What follows belongs to an exercise in optimizing a design on an open flow for small area and few clock cycles; a production flow would make more cautious choices. Where RTL was checked, it was by simulation tests only, not by an equivalence proof against the original. Power figures rest on the tool's default switching activity, not on a simulated workload.

==> flow/design.v (excerpt) <==
module ft_core #(
    parameter RX_CAP      = 64,    
    parameter TX_CAP      = 40,    
    parameter PID_CONTROL = 8'h00,
    parameter PID_DATA    = 8'h01
) (
    input  wire        clk,
    input  wire        rst,           
    input  wire [31:0] now_us,        
    input  wire        lrx_valid,
    input  wire [7:0]  lrx_data,
    output wire        lrx_ready,
    input  wire [7:0]  host_max,
    output wire        hrx_valid,
    output wire [7:0]  hrx_data,
    output wire        hrx_last,
    output wire        hrx_empty,
    output wire [31:0] hrx_ts,
    input  wire        hrx_ready,
    input  wire        hwr_valid,
    input  wire [7:0]  hwr_data,
    input  wire        hwr_last,
    input  wire        hwr_empty,
    output wire        hwr_ready,
    output wire        wr_done,
    output wire [1:0]  wr_status,
    output wire        ltx_valid,
    output wire [7:0]  ltx_data,
    input  wire        ltx_ready
);
clock: 10.0 ns
lec_check: 0
cap_margin: 20
core_margin: 2
core_utilization: 60
cts_buf_list: sky130_fd_sc_hd__clkbuf_16
cts_cluster_diameter: 60
cts_cluster_size: 30
slew_margin: 20
run.sh (not shown) runs the stock make flow with config.mk's settings and CLKGATE_MAP_FILE= SYNTH_SCRIPT=/design/flow/synth_recipe.tcl, a recipe that flattens the netlist after the stock synthesis.
The starting point completed and failed the layout checks on setup timing.
Rerun with:
CTS_CLUSTER_SIZE = 40   (was 30)
What happened: The changed run completed, yet does not pass: setup timing. Non-clock buffer count stays the same. Clock power goes up by about 2%. Area after synthesis is unchanged. Final area stays flat. Combinational power stays flat. Wire length stays flat.
No run of this note included a check of the RTL's function; only the layout flow was run.

ft_core, a different RTL version from the one above (not shown whole).
Size: ~2400 cells after synthesis.
Design ft_core, start of the top module:
module ft_core #(
    parameter RX_CAP      = 64,    
    parameter TX_CAP      = 40,    
    parameter PID_CONTROL = 8'h00,
    parameter PID_DATA    = 8'h01
) (
    input  wire        clk,
    input  wire        rst,           
    input  wire [31:0] now_us,        
    input  wire        lrx_valid,
    input  wire [7:0]  lrx_data,
    output wire        lrx_ready,
    input  wire [7:0]  host_max,
    output wire        hrx_valid,
    output wire [7:0]  hrx_data,
    output wire        hrx_last,
    output wire        hrx_empty,
    output wire [31:0] hrx_ts,
    input  wire        hrx_ready,
    input  wire        hwr_valid,
    input  wire [7:0]  hwr_data,
    input  wire        hwr_last,
    input  wire        hwr_empty,
    output wire        hwr_ready,
    output wire        wr_done,
    output wire [1:0]  wr_status,
    output wire        ltx_valid,
    output wire [7:0]  ltx_data,
    input  wire        ltx_ready
);
Settings: LEC_CHECK=0, CAP_MARGIN=20, CORE_MARGIN=2, CORE_UTILIZATION=40, CTS_BUF_LIST=sky130_fd_sc_hd__clkbuf_8, CTS_CLUSTER_DIAMETER=50, CTS_CLUSTER_SIZE=16, SLEW_MARGIN=20; clock period 10.0 ns.
Then changed:
- CTS_BUF_LIST: sky130_fd_sc_hd__clkbuf_8 -> sky130_fd_sc_hd__clkbuf_16
- CTS_CLUSTER_DIAMETER: 50 -> 80
- CTS_CLUSTER_SIZE: 16 -> 30
Effect:
- design area drops by 1.6%
- non-clock buffer count stays the same
- critical path depth is unchanged
- synthesized area stays the same
- sequential power barely changes
- total power drops by 6.7%
Function was not checked in any run of this note: the RTL went through the layout flow alone.

Setup of P:
ft_core, a different RTL version from the one above (not shown whole).
Size in the first run: ~2600 cells after synthesis, about 1000 flip-flops, roughly 120 I/O pins, about 0.040 mm² of cells after synthesis.
Design ft_core, start of the top module:
module ft_core #(
    parameter RX_CAP      = 64,    
    parameter TX_CAP      = 40,    
    parameter PID_CONTROL = 8'h00,
    parameter PID_DATA    = 8'h01
) (
    input  wire        clk,
    input  wire        rst,           
    input  wire [31:0] now_us,        
    input  wire        lrx_valid,
    input  wire [7:0]  lrx_data,
    output wire        lrx_ready,
    input  wire [7:0]  host_max,
    output wire        hrx_valid,
    output wire [7:0]  hrx_data,
    output wire        hrx_last,
    output wire        hrx_empty,
    output wire [31:0] hrx_ts,
    input  wire        hrx_ready,
    input  wire        hwr_valid,
    input  wire [7:0]  hwr_data,
    input  wire        hwr_last,
    input  wire        hwr_empty,
    output wire        hwr_ready,
    output wire        wr_done,
    output wire [1:0]  wr_status,
    output wire        ltx_valid,
    output wire [7:0]  ltx_data,
    input  wire        ltx_ready
);
Settings: LEC_CHECK=0, CAP_MARGIN=20, CORE_MARGIN=2, CORE_UTILIZATION=40, SLEW_MARGIN=20; clock period 10.0 ns.
standard.sh (not shown) runs the stock make flow with config.mk's settings and CLKGATE_MAP_FILE= SYNTH_SCRIPT=/design/flow/synth_recipe.tcl, a recipe that flattens the netlist after the stock synthesis.
==> flow/flow/run.sh <==
#!/bin/bash
# The standard layout (the standard.sh, unchanged synthesis, floorplan,
# power grid and routing) with two changes:
#  - port buffers use the smallest buffer cell, buf_1;
#  - clock tree synthesis with clkbuf_16 only, larger sink clusters and no
#    dummy loads.
# The full output of the tools goes to standard.log in this folder.
export BUFFER_PORTS_ARGS="-buffer_cell sky130_fd_sc_hd__buf_1"
export CTS_ARGS="-sink_clustering_enable -repair_clock_nets -buf_list sky130_fd_sc_hd__clkbuf_16 -sink_clustering_size 30 -sink_clustering_max_diameter 80 -dont_use_dummy_load"
bash standard.sh > standard.log 2>&1
Testbench counts of P, summed over its fixed seeds: cycles 118,286.
### P -> Q
--- a/flow/flow/run.sh
+++ b/flow/flow/run.sh
@@ -9,0 +10 @@
+export RECOVER_POWER=100
- Q finished every stage; the final checks, however, were not passed, the failures being capacitance limit, slew limit.
- Going from P to Q, critical path depth shrinks by 4.
- Q has less setup slack than P.
- Worst setup path endpoint = lrx_ready: Q; worst setup path endpoint = ltx_data[0]: P
- From P to Q the numbers moved as follows: number of tap cells inserted shows no meaningful change; hold slack shows no meaningful change; total routed wire length on the met1 layer shows an increase of 220 µm.
- The standard cells in Q occupy less silicon area than those in P do.
- As far as total wire length after detailed routing is concerned, P and Q perform about the same.
- The more densely filled core belongs to P, not Q.

The RTL this note starts from:
==> flow/design.v <==
module ft_core #(
    parameter RX_CAP      = 64,    
    parameter TX_CAP      = 40,    
    parameter PID_CONTROL = 8'h00,
    parameter PID_DATA    = 8'h01
) (
    input  wire        clk,
    input  wire        rst,           
    input  wire [31:0] now_us,        
    input  wire        lrx_valid,
    input  wire [7:0]  lrx_data,
    output wire        lrx_ready,
    input  wire [7:0]  host_max,
    output wire        hrx_valid,
    output wire [7:0]  hrx_data,
    output wire        hrx_last,
    output wire        hrx_empty,
    output wire [31:0] hrx_ts,
    input  wire        hrx_ready,
    input  wire        hwr_valid,
    input  wire [7:0]  hwr_data,
    input  wire        hwr_last,
    input  wire        hwr_empty,
    output wire        hwr_ready,
    output wire        wr_done,
    output wire [1:0]  wr_status,
    output wire        ltx_valid,
    output wire [7:0]  ltx_data,
    input  wire        ltx_ready
);
    localparam [7:0] FLAG    = 8'h7E;
    localparam [7:0] ESC     = 8'h7D;
    localparam [7:0] ESC_XOR = 8'h20;
    localparam BSQ_MIN_INTERVAL_US = 10000;
    localparam TX_PAY = TX_CAP - 3;              
    localparam [1:0] ST_SEND = 2'd0, ST_BSQ = 2'd1, ST_HOLD = 2'd2, ST_BADPARAM = 2'd3;
    reg [5:0]  cap;
    reg        bsq_valid;
    reg [31:0] bsq_time;
    localparam [1:0] RX_OUTSIDE = 2'd0, RX_INSIDE = 2'd1, RX_ESCAPED = 2'd2;
    reg [1:0]  rx_state;
    reg [6:0]  rx_len;         
    reg        k_data;         
    reg        k_ctl;          
    reg [31:0] rx_ts;          
    reg [7:0]  rx_mem [0:63];  
    reg [6:0]  fb;             
    reg        q_v, q_empty;
    reg [31:0] q_ts;
    reg        dv, dv_empty;
    reg [5:0]  dv_end;
    reg [31:0] dv_ts;
    reg [6:0]  rd;             
    wire is_flag  = (lrx_data == FLAG);
    wire is_esc   = (lrx_data == ESC);
    wire app      = (rx_state == RX_ESCAPED) ||
                    (rx_state == RX_INSIDE && !is_flag && !is_esc);
    wire [7:0] app_byte = (rx_state == RX_ESCAPED) ? (lrx_data ^ ESC_XOR) : lrx_data;
    wire close    = (rx_state == RX_INSIDE) && is_flag && (rx_len != 0);
    wire fits     = (rx_len <= RX_CAP) && ({1'b0, rx_len} <= host_max);
    wire deliver  = close && fits && k_data;
    wire bsn      = close && fits && k_ctl && (rx_len == 3);
    wire store    = app && k_data && (rx_len != 0) && (rx_len < RX_CAP);
    wire [6:0] wa = fb + rx_len;
    wire dv_fin   = hrx_ready && hrx_last;
    wire q_move   = q_v && (!dv || dv_fin);
    wire full     = (wa[5:0] == rd[5:0]) && (wa[6] != rd[6]);
    assign lrx_ready = !((deliver && q_v && !q_move) || (store && full));
    wire rx_take = lrx_valid && lrx_ready && !rst;
    always @(posedge clk) begin
        if (rst) begin
            rx_state <= RX_OUTSIDE;
            rx_len   <= 0;
        end else if (rx_take) begin
            case (rx_state)
                RX_OUTSIDE: begin
                    if (is_flag) rx_state <= RX_INSIDE;
                end
                RX_INSIDE: begin
                    if (is_esc) begin
                        rx_state <= RX_ESCAPED;
                    end else if (is_flag) begin
                        if (rx_len != 0) begin
                            rx_state <= RX_OUTSIDE;
                            rx_len   <= 0;
                        end
                    end else if (rx_len != RX_CAP + 1) begin
                        rx_len <= rx_len + 1'b1;
                    end
                end
                default: begin
                    rx_state <= RX_INSIDE;
                    if (rx_len != RX_CAP + 1)
                        rx_len <= rx_len + 1'b1;
                end
            endcase
        end
    end
    always @(posedge clk) begin
        if (rx_take) begin
            if (is_flag && (rx_state == RX_OUTSIDE || (rx_state == RX_INSIDE && rx_len == 0)))
                rx_ts <= now_us;
            else if (app && rx_len != 0 && !k_data)
                rx_ts[15:0] <= {rx_ts[7:0], app_byte};
            if (app && rx_len == 0) begin
                k_data <= (app_byte == PID_DATA);
                k_ctl  <= (app_byte == PID_CONTROL);
            end
            if (store)
                rx_mem[wa[5:0]] <= app_byte;
        end
    end
    always @(posedge clk) begin
        if (rst) begin
            q_v <= 1'b0;
            dv  <= 1'b0;
            rd  <= 7'd0;
            fb  <= 7'h7F;
        end else begin
            if (dv && hrx_ready) begin
                if (!dv_empty) rd <= rd + 1'b1;
                if (hrx_last)  dv <= 1'b0;
            end
            if (q_move) begin
                dv       <= 1'b1;
                dv_empty <= q_empty;
                dv_ts    <= q_ts;
                dv_end   <= fb[5:0];
                q_v      <= 1'b0;
            end
            if (rx_take && deliver) begin
                q_v     <= 1'b1;
                q_empty <= (rx_len == 1);
                q_ts    <= rx_ts;
                fb      <= fb + rx_len - 1'b1;
            end
        end
    end
    assign hrx_valid = dv;
    assign hrx_data  = rx_mem[rd[5:0]];
    assign hrx_empty = dv_empty;
    assign hrx_last  = dv_empty || (rd[5:0] == dv_end);
    assign hrx_ts    = dv_ts;
    reg [7:0] tx_mem [0:TX_PAY-1];
    reg [5:0] wp, rp, base;      
    reg       wpp, rpp, basep;   
    reg [5:0] enc_len;           
    reg       ld_done;           
    reg       sa;                
    reg [1:0] sph;               
    reg       spid;              
    reg       sesc;              
    wire tx_full   = (wp == rp) && (wpp != rpp);
    assign hwr_ready = !ld_done && !(tx_full && enc_len < TX_CAP);
    wire wr_take    = hwr_valid && hwr_ready && !rst;
    wire wr_special = (hwr_data == FLAG) || (hwr_data == ESC);
    wire [7:0] tb_byte = tx_mem[rp];
    wire       tb_spec = (tb_byte == FLAG) || (tb_byte == ESC);
    wire       s_fin   = ltx_ready && (sph == 2'd3);
    wire [32:0] bw;
    wire [31:0] el;
    localparam  EL_LO = 18;    
    reg         el_b_r;        
    reg         el_lo_ge_r;    
    assign bw[0] = 1'b0;
    genvar gi;
    generate for (gi = 0; gi < 32; gi = gi + 1) begin : g_sub
        wire bin = (gi == EL_LO) ? el_b_r : bw[gi];
        assign el[gi]    = now_us[gi] ^ bsq_time[gi] ^ bin;
        assign bw[gi+1]  = (~now_us[gi] & bsq_time[gi]) | (~(now_us[gi] ^ bsq_time[gi]) & bin);
    end endgenerate
    always @(posedge clk) begin
        el_b_r     <= bw[EL_LO];
        el_lo_ge_r <= el[EL_LO-1:0] >= BSQ_MIN_INTERVAL_US;
    end
    wire        too_big  = enc_len > TX_CAP;
    wire        can_send = cap >= enc_len;
    wire        bsq_due  = !bsq_valid || el[31:EL_LO] != 0 || el_lo_ge_r;
    assign wr_done   = ld_done && (!sa || s_fin);
    assign wr_status = too_big  ? ST_BADPARAM :
                       can_send ? ST_SEND :
                       bsq_due  ? ST_BSQ : ST_HOLD;
    wire [5:0] wp_inc = (wp == TX_PAY - 1) ? 6'd0 : wp + 1'b1;
    wire [5:0] rp_inc = (rp == TX_PAY - 1) ? 6'd0 : rp + 1'b1;
    always @(posedge clk) begin
        if (wr_take && !hwr_empty && enc_len < TX_CAP)
            tx_mem[wp] <= hwr_data;
    end
    always @(posedge clk) begin
        if (rst) begin
            wp <= 0; wpp <= 1'b0;
            rp <= 0; rpp <= 1'b0;
            base <= 0; basep <= 1'b0;
            enc_len <= 3;
            ld_done <= 1'b0;
            sa <= 1'b0;
            sph <= 0;
            sesc <= 1'b0;
        end else begin
            if (wr_take) begin
                if (!hwr_empty) begin
                    if (enc_len < TX_CAP) begin
                        wp <= wp_inc;
                        if (wp == TX_PAY - 1) wpp <= !wpp;
                    end
                    if (enc_len <= TX_CAP)
                        enc_len <= enc_len + (wr_special ? 6'd2 : 6'd1);
                end
                if (hwr_last)
                    ld_done <= 1'b1;
            end
            if (sa && ltx_ready) begin
                case (sph)
                    2'd0: sph <= 2'd1;
                    2'd1: sph <= (rp == base && rpp == basep) ? 2'd3 : 2'd2;
                    2'd2: begin
                        if (!sesc && tb_spec) begin
                            sesc <= 1'b1;
                        end else begin
                            sesc <= 1'b0;
                            rp   <= rp_inc;
                            if (rp == TX_PAY - 1) rpp <= !rpp;
                            if (rp_inc == base) sph <= 2'd3;
                        end
                    end
                    default: sa <= 1'b0;
                endcase
            end
            if (wr_done) begin
                ld_done <= 1'b0;
                enc_len <= 3;
                case (wr_status)
                    ST_SEND: begin
                        sa <= 1'b1; sph <= 2'd0; spid <= 1'b1;
                        base <= wp; basep <= wpp;
                    end
                    ST_BSQ: begin
                        sa <= 1'b1; sph <= 2'd0; spid <= 1'b0;
                        wp <= base; wpp <= basep;
                    end
                    default: begin
                        wp <= base; wpp <= basep;
                    end
                endcase
            end
        end
    end
    assign ltx_valid = sa;
    assign ltx_data  = (sph == 2'd1) ? {7'd0, spid} :
                       (sph == 2'd2) ? (sesc ? (tb_byte ^ ESC_XOR) : tb_spec ? ESC : tb_byte) :
                       FLAG;
    always @(posedge clk) begin
        if (rst) begin
            cap       <= 6'd0;
            bsq_valid <= 1'b0;
        end else begin
            if (wr_done && wr_status == ST_SEND)
                cap <= 6'd0;
            if (wr_done && wr_status == ST_BSQ) begin
                bsq_valid <= 1'b1;
                bsq_time  <= now_us;
            end
            if (rx_take && bsn)
                cap <= (rx_ts[7:0] != 0 || rx_ts[15:14] != 0) ? 6'd63 : rx_ts[13:8];
        end
    end
endmodule
==> flow/config.mk <==
export PLATFORM = sky130hd
export DESIGN_NAME = ft_core
export DESIGN_NICKNAME = ft_core
export VERILOG_FILES = /design/flow/design.v
export SDC_FILE = /design/flow/constraint.sdc
export NUM_CORES = 4
export LEC_CHECK = 0
export CAP_MARGIN = 20
export CORE_MARGIN = 2
export CORE_UTILIZATION = 40
export CTS_BUF_LIST = sky130_fd_sc_hd__clkbuf_16
export CTS_CLUSTER_DIAMETER = 80
export CTS_CLUSTER_SIZE = 30
export SLEW_MARGIN = 20
==> flow/constraint.sdc <==
create_clock -name core_clock -period 10.0 [get_ports {clk}]
set_input_delay 2.0000 -clock core_clock [delete_from_list [all_inputs] [get_ports {clk}]]
set_output_delay 2.0000 -clock core_clock [all_outputs]
set_load 0.01 [all_outputs]
run.sh (not shown) runs the stock make flow with config.mk's settings and CLKGATE_MAP_FILE= SYNTH_SCRIPT=/design/flow/synth_recipe.tcl, a recipe that flattens the netlist after the stock synthesis.
Stock flow here: none of the scripts above is used.
The starting point went through all stages and came out clean.
Rerun with:
CORE_UTILIZATION = 55   (was 40)
The new run completed without violations.
Total power barely changes.
Cell area came out lower by 1.2%.
Via count came out higher by about 0.45%.
Register-to-register slack improved by 0.02 ns.
Utilization came out higher by 16 points.
Final cell count came out lower by 11%.
No functional check of the RTL was part of any run of this note.

## separate check: timing with driven ports
How much do the figures lean on ideal ports? The routed layouts below were timed once more, with nothing changed but the port constraints.
Step 1, drivers: a clkbuf_16 drives clk and a buf_2 each remaining input, both assumed.
Step 2, shift: input delay + t, output delay - t, t = (earliest + latest rising clock arrival at the registers) / 2. This alone moves slack from input paths to output paths.
a / b / c = ideal ports / drivers / drivers and shift; a / b = the first two.
run	t (ns)	setup WS [ns]	hold slack, ns	slew at the worst register clock pin (ns)	worst slew at a driven data input, ns
the first run of note 1	0.701	-0.212 / -0.267 / -0.267	0.425 / 0.425 / 0.425	0.11 / 0.11	0.06
the second run of note 1	0.705	-0.204 / -0.259 / -0.259	0.425 / 0.425 / 0.425	0.12 / 0.12	0.06
the first run of note 2	0.818	1.501 / 1.478 / 1.478	0.411 / 0.411 / 0.411	0.10 / 0.10	0.10
the second run of note 2	0.709	1.504 / 1.481 / 1.481	0.410 / 0.410 / 0.410	0.12 / 0.12	0.10
P	0.675	3.171 / 3.103 / 2.743	0.415 / 0.415 / 0.415	0.11 / 0.11	0.05
Q	0.675	2.216 / 2.190 / 1.793	0.414 / 0.414 / 0.414	0.12 / 0.12	0.05
the first run of note 4	0.700	0.235 / 0.207 / 0.207	0.417 / 0.417 / 0.417	0.12 / 0.12	0.08
the second run of note 4	0.693	0.270 / 0.242 / 0.242	0.428 / 0.428 / 0.428	0.12 / 0.12	0.07
For P, which loses most, drivers alone change the setup slack by -0.068 ns; drivers and shift together by -0.428 ns.
